This is an optimization exercise on Yosys and OpenROAD, whose aim is small area and a short achievable clock period, not a production implementation. Where RTL was checked, it was by simulation tests only, not by an equivalence proof against the original. Power figures rest on the tool's default switching activity, not on a simulated workload.

==> wip/delta: inputs <==
// ahrs_rx
module ahrs_rx (
    input  wire        clk,
    input  wire        rst,
    input  wire        p_valid,
    input  wire [31:0] p_cmd,
    output reg         p_resp_valid,
    output reg         p_resp_err,
    output wire [31:0] p_resp_val,
    input  wire        c_valid,
    input  wire [31:0] c_cmd,
    output reg         c_resp_valid,
    output reg         c_resp_err,
    output wire [31:0] c_resp_val
);
export LEC_CHECK = 0
export CAP_MARGIN = 20
export CORE_MARGIN = 2
export CORE_UTILIZATION = 40
export PLACE_DENSITY = 0.6
export SETUP_SLACK_MARGIN = 3.0
export SLEW_MARGIN = 20
create_clock -name core_clock -period 6.5 [get_ports {clk}]
run.sh (not shown) runs the stock make flow with config.mk's settings and CLKGATE_MAP_FILE= SYNTH_SCRIPT=/design/flow/synth_recipe.tcl, a recipe that flattens the netlist after the stock synthesis.
==> wip/raven (differences from wip/delta) <==
--- a/flow/design.v
+++ b/flow/design.v
@@ -42,89 +42,82 @@
                      S_ANG3   = 4'd11;
     localparam [15:0] CRC_PREAMBLE = 16'h7982;    
     reg [3:0]  st;
     reg [15:0] crc;
     reg [3:0]  seen;      
     reg [1:0]  fld;
     reg [31:0] acc;
-    wire [31:0] wr_value = {acc[23:0], data};
+    wire [31:0] value = {acc[23:0], data};
     assign acc_q = acc;
     wire [15:0] crc_next;
     ahrs_crc16 u_crc (.crc_in(crc), .data(data), .crc_out(crc_next));
-    wire [7:0] ang_exp = wr_value[30:23];
+    wire       in_sync = (st[3:2] == 2'b00);
+    wire [7:0] ang_exp = value[30:23];
     wire       ang_bad = (ang_exp == 8'hFF) ||
-                         (ang_exp == 8'h00 && wr_value[22:0] != 23'd0);
+                         (ang_exp == 8'h00 && value[22:0] != 23'd0);
     reg       id_known;
     reg [1:0] id_k;
     always @(*) begin
         id_known = 1'b1;
         id_k     = 2'd0;
         case (data)
             8'h05:   id_k = 2'd0;
             8'h18:   id_k = 2'd1;
             8'h19:   id_k = 2'd2;
             8'h4F:   id_k = 2'd3;
             default: id_known = 1'b0;
         endcase
     end
+    wire done_d = (st == S_CRC1) && crc[7:0] == 8'h00 && data == crc[15:8];
     assign wr_field  = fld;
     assign wr_angle  = feed && st == S_ANG3 && !ang_bad;
     assign wr_status = feed && st == S_STATUS;
-    assign done      = feed && st == S_CRC1 && seen[0] && data == crc[7:0];
+    assign done      = feed && done_d;
     wire [3:0] st_after = (seen == 4'b1111) ? S_CRC0 : S_COMPID;
+    reg [3:0] st_feed;
+    always @(*) begin
+        case (st)
+            S_SYNC0, S_SYNC1, S_SYNC2, S_SYNC3: begin
+                if (data == (st == S_SYNC0 ? 8'h00 : st == S_SYNC1 ? 8'h17 :
+                             st == S_SYNC2 ? 8'h05 : 8'h04))
+                    st_feed = st + 4'd1;
+                else if (data == 8'h00)
+                    st_feed = S_SYNC1;
+                else
+                    st_feed = S_SYNC0;
+            end
+            S_COMPID: begin
+                if (!id_known || seen[id_k])
+                    st_feed = S_SYNC0;
+                else
+                    st_feed = (id_k == 2'd3) ? S_STATUS : S_ANG0;
+            end
+            S_ANG0, S_ANG1, S_ANG2: st_feed = st + 4'd1;
+            S_ANG3:   st_feed = ang_bad ? S_SYNC0 : st_after;
+            S_STATUS: st_feed = st_after;
+            S_CRC0:   st_feed = S_CRC1;
+            default:  st_feed = S_SYNC0;
+        endcase
+    end
     always @(posedge clk) begin
-        if (rst || preset) begin
+        if (rst || preset)
             st <= S_SYNC0;
-        end else if (feed) begin
-            case (st)
-                S_SYNC0, S_SYNC1, S_SYNC2, S_SYNC3: begin
-                    if (data == (st == S_SYNC0 ? 8'h00 : st == S_SYNC1 ? 8'h17 :
-                                 st == S_SYNC2 ? 8'h05 : 8'h04)) begin
-                        st <= st + 4'd1;
-                    end else if (data == 8'h00) begin
-                        st <= S_SYNC1;
-                    end else begin
-                        st <= S_SYNC0;
-                    end
-                    seen <= 4'b0;
-                    crc  <= CRC_PREAMBLE;
-                end
-                S_COMPID: begin
-                    crc <= crc_next;
-                    fld <= id_k;
-                    if (!id_known || seen[id_k]) begin
-                        st <= S_SYNC0;
-                    end else begin
-                        seen[id_k] <= 1'b1;
-                        st <= (id_k == 2'd3) ? S_STATUS : S_ANG0;
-                    end
-                end
-                S_ANG0, S_ANG1, S_ANG2: begin
-                    crc <= crc_next;
-                    acc <= wr_value;
-                    st  <= st + 4'd1;
-                end
-                S_ANG3: begin
-                    crc <= crc_next;
-                    acc <= wr_value;
-                    st  <= ang_bad ? S_SYNC0 : st_after;
-                end
-                S_STATUS: begin
-                    crc <= crc_next;
-                    acc <= wr_value;
-                    st  <= st_after;
-                end
-                S_CRC0: begin
-                    seen[0] <= (data == crc[15:8]);
-                    st      <= S_CRC1;
-                end
-                default: begin
-                    st <= S_SYNC0;
-                end
-            endcase
+        else if (feed)
+            st <= st_feed;
+    end
+    always @(posedge clk) begin
+        if (feed) begin
+            acc <= value;
+            crc <= in_sync ? CRC_PREAMBLE : crc_next;
+            if (in_sync)
+                seen <= 4'b0;
+            else if (st == S_COMPID && id_known)
+                seen[id_k] <= 1'b1;
+            if (st == S_COMPID)
+                fld <= id_k;
         end
     end
 endmodule
 module ahrs_tbuf (
     input  wire       clk,
     input  wire       rst,
     input  wire       offer,
@@ -227,15 +220,15 @@
     output reg         p_resp_valid,
     output reg         p_resp_err,
     output wire [31:0] p_resp_val,
     input  wire        c_valid,
     input  wire [31:0] c_cmd,
     output reg         c_resp_valid,
     output reg         c_resp_err,
-    output wire [31:0] c_resp_val
+    output reg  [31:0] c_resp_val
 );
     localparam [7:0] OPC_CRC_UPDATE   = 8'h01,
                      OPC_FEED         = 8'h10,
                      OPC_PARSER_RESET = 8'h11,
                      OPC_OFFER        = 8'h20,
                      OPC_UPDATE       = 8'h21,
                      OPC_GET_PITCH    = 8'h30,
@@ -289,44 +282,45 @@
     ahrs_store u_store (
         .clk(clk), .rst(rst),
         .write_idx(write_idx),
         .wr_angle(wr_angle), .wr_field(wr_field),
         .wr_status(wr_status), .wr_value(wr_value),
         .slot0(slot0), .slot1(slot1), .slot2(slot2), .written(written)
     );
-    wire [3:0] c_get = {c_gs, c_gr, c_gp, c_gy};    
-    wire [11:0] sel_d = {{4{read_idx == 2'd2}} & c_get,
-                         {4{read_idx == 2'd1}} & c_get,
-                         {4{read_idx == 2'd0}} & c_get} & written;
-    reg [15:0] p_val;
-    reg [15:0] c_crc_q;
-    reg        c_crc_sel, c_took;
-    reg [11:0] sel;
+    wire [2:0] rsel = {read_idx == 2'd2, read_idx == 2'd1, read_idx == 2'd0};
+    wire [3:0] rok0 = {4{rsel[0]}} & written[3:0];
+    wire [3:0] rok1 = {4{rsel[1]}} & written[7:4];
+    wire [3:0] rok2 = {4{rsel[2]}} & written[11:8];
+    wire [31:0] rd_yaw    = ({32{rok0[0]}} & slot0[31:0])   | ({32{rok1[0]}} & slot1[31:0])   | ({32{rok2[0]}} & slot2[31:0]);
+    wire [31:0] rd_pitch  = ({32{rok0[1]}} & slot0[63:32])  | ({32{rok1[1]}} & slot1[63:32])  | ({32{rok2[1]}} & slot2[63:32]);
+    wire [31:0] rd_roll   = ({32{rok0[2]}} & slot0[95:64])  | ({32{rok1[2]}} & slot1[95:64])  | ({32{rok2[2]}} & slot2[95:64]);
+    wire [7:0]  rd_status = ({8{rok0[3]}}  & slot0[103:96]) | ({8{rok1[3]}}  & slot1[103:96]) | ({8{rok2[3]}}  & slot2[103:96]);
+    reg [31:0] rd_field;
+    always @(*) begin
+        case (c_opc[1:0])
+            2'd0:    rd_field = rd_pitch;
+            2'd1:    rd_field = rd_yaw;
+            2'd2:    rd_field = rd_roll;
+            default: rd_field = {24'h0, rd_status};
+        endcase
+    end
+    wire c_get = c_gp || c_gy || c_gr || c_gs;
+    wire [15:0] p_val = ({16{p_crc}} & p_crc_out) | {15'h0, feed_done};
+    wire [31:0] c_val = ({32{c_get}} & rd_field) |
+                        {16'h0, {16{c_crc}} & c_crc_out} |
+                        {31'h0, took};
+    reg  [15:0] p_val_q;
     always @(posedge clk) begin
         if (rst) begin
             p_resp_valid <= 1'b0;
             c_resp_valid <= 1'b0;
         end else begin
             p_resp_valid <= p_valid;
             c_resp_valid <= c_valid;
         end
         p_resp_err <= p_valid && !p_legal;
-        p_val      <= p_crc ? p_crc_out : {15'h0, feed_done};
+        p_val_q    <= p_val;
         c_resp_err <= c_valid && !c_legal;
-        c_crc_q    <= c_crc_out;
-        c_crc_sel  <= c_crc;
-        c_took     <= took;
-        sel        <= sel_d;
+        c_resp_val <= c_val;
     end
-    function [31:0] pick;
-        input [103:0] s;
-        input [3:0]   f;
-        begin
-            pick = ({32{f[0]}} & s[31:0]) | ({32{f[1]}} & s[63:32]) |
-                   ({32{f[2]}} & s[95:64]) | {24'h0, {8{f[3]}} & s[103:96]};
-        end
-    endfunction
-    assign p_resp_val = {16'h0, p_val};
-    assign c_resp_val = pick(slot0, sel[3:0]) | pick(slot1, sel[7:4]) | pick(slot2, sel[11:8]) |
-                        {16'h0, {16{c_crc_sel}} & c_crc_q} |
-                        {31'h0, c_took};
+    assign p_resp_val = {16'h0, p_val_q};
 endmodule
CORE_UTILIZATION = 60   (was 40)
CTS_BUF_LIST = sky130_fd_sc_hd__clkbuf_4 sky130_fd_sc_hd__clkbuf_8   (was default)
PLACE_DENSITY = 0.7   (was 0.6)
SETUP_SLACK_MARGIN = 3.8   (was 3.0)
==> wip/lagoon (differences from wip/delta) <==
CORE_UTILIZATION = 60   (was 40)
CTS_BUF_LIST = sky130_fd_sc_hd__clkbuf_4 sky130_fd_sc_hd__clkbuf_8   (was default)
PLACE_DENSITY = 0.7   (was 0.6)
==> run notes <==
| quantity | wip/delta | wip/lagoon | wip/raven |
|---|---|---|---|
| Outcome | no timing/DRC/antenna violations | no timing/DRC/antenna violations | no timing/DRC/antenna violations |
| Setup repair after global routing missed its margin | false | true | true |
| Maximum frequency from static timing analysis | 0.288 GHz | 0.294 GHz | 0.375 GHz |
| Worst Slack Setup Final | 3.02 ns | 3.10 ns | 3.83 ns |
| Share of post-route cells with drive strength above 1 | 11.3% | 14.3% | 21.7% |
| Compound-gate portion of the synthesized area | 10.1% | 10.1% | 11.4% |
| Total power of the final layout | 5660 uW | 5510 uW | 5570 uW |
| Worst path buffer plus inverter count | 1 | 2 | 1 |
| Hold path startpoint | u_store.valid[1][1] | u_store.valid[2][2] | u_store.valid[2][1] |
| CTS-repair resized insts | 64 | 62 | 154 |
| Reg2Reg Depth | 6 | 6 | 7 |
| Proportion of cell area occupied by multi-input gates | 20.4% | 20.8% | 22.0% |
| Slew at the pin closest to its max-slew limit | 1.17 ns | 1.12 ns | 0.899 ns |
| Tightest slew margin relative to the limit | 21.2% | 24.5% | 40.1% |
| NonClk Buf Share | 7.40% | 7.21% | 8.73% |
| Core area | 41700 um^2 | 27700 um^2 | 27900 um^2 |
| Routed vias | 10100 | 10500 | 10900 |
| Seq cells post-synth | 441 | 441 | 443 |
| Share of cell area taken by flip-flops and latches | 61.7% | 62.5% | 60.0% |
| Hold worst-path end | u_store.valid[1][1] | u_store.valid[2][2] | u_store.valid[2][1] |
| Number of global-route vias before repair | 10100 | 10300 | 10900 |
| Inverters | 12 | 12 | 14 |
Only the layout flow was run in wip/delta and wip/lagoon; the RTL was not checked for function there.

[afterwards: timing with drivers on the ports]
The flow's constraints put no driver on any port. The routed layouts listed below were extracted and timed again, unchanged, in two steps. Step 1: set_driving_cell puts a clkbuf_16 on clk and a buf_2 on each other input, an assumption about the parent block. Step 2, shift: input delay + t, output delay - t, t = (earliest + latest rising clock arrival at the registers) / 2. This alone moves slack from input paths to output paths. Slacks: no drivers / after step 1 / after step 2; pairs: no drivers / after step 1.
run | shift t [ns] | setup slack, ns | clock arrival spread, ns | worst data-port slew with drivers (ns) | pins driven straight from the clock port
wip/delta | 0.619 | 3.022 / 3.023 / 2.434 | 0.038 / 0.039 | 0.06 | 1
wip/raven | 0.631 | 3.832 / 3.853 / 3.227 | 0.026 / 0.025 | 0.04 | 1
wip/lagoon | 0.607 | 3.095 / 3.053 / 2.510 | 0.038 / 0.037 | 0.04 | 1
After both steps setup and hold are still met in every run listed. The setup slack of wip/raven, which loses most, moves by +0.021 ns with the drivers and by -0.605 ns with both steps.
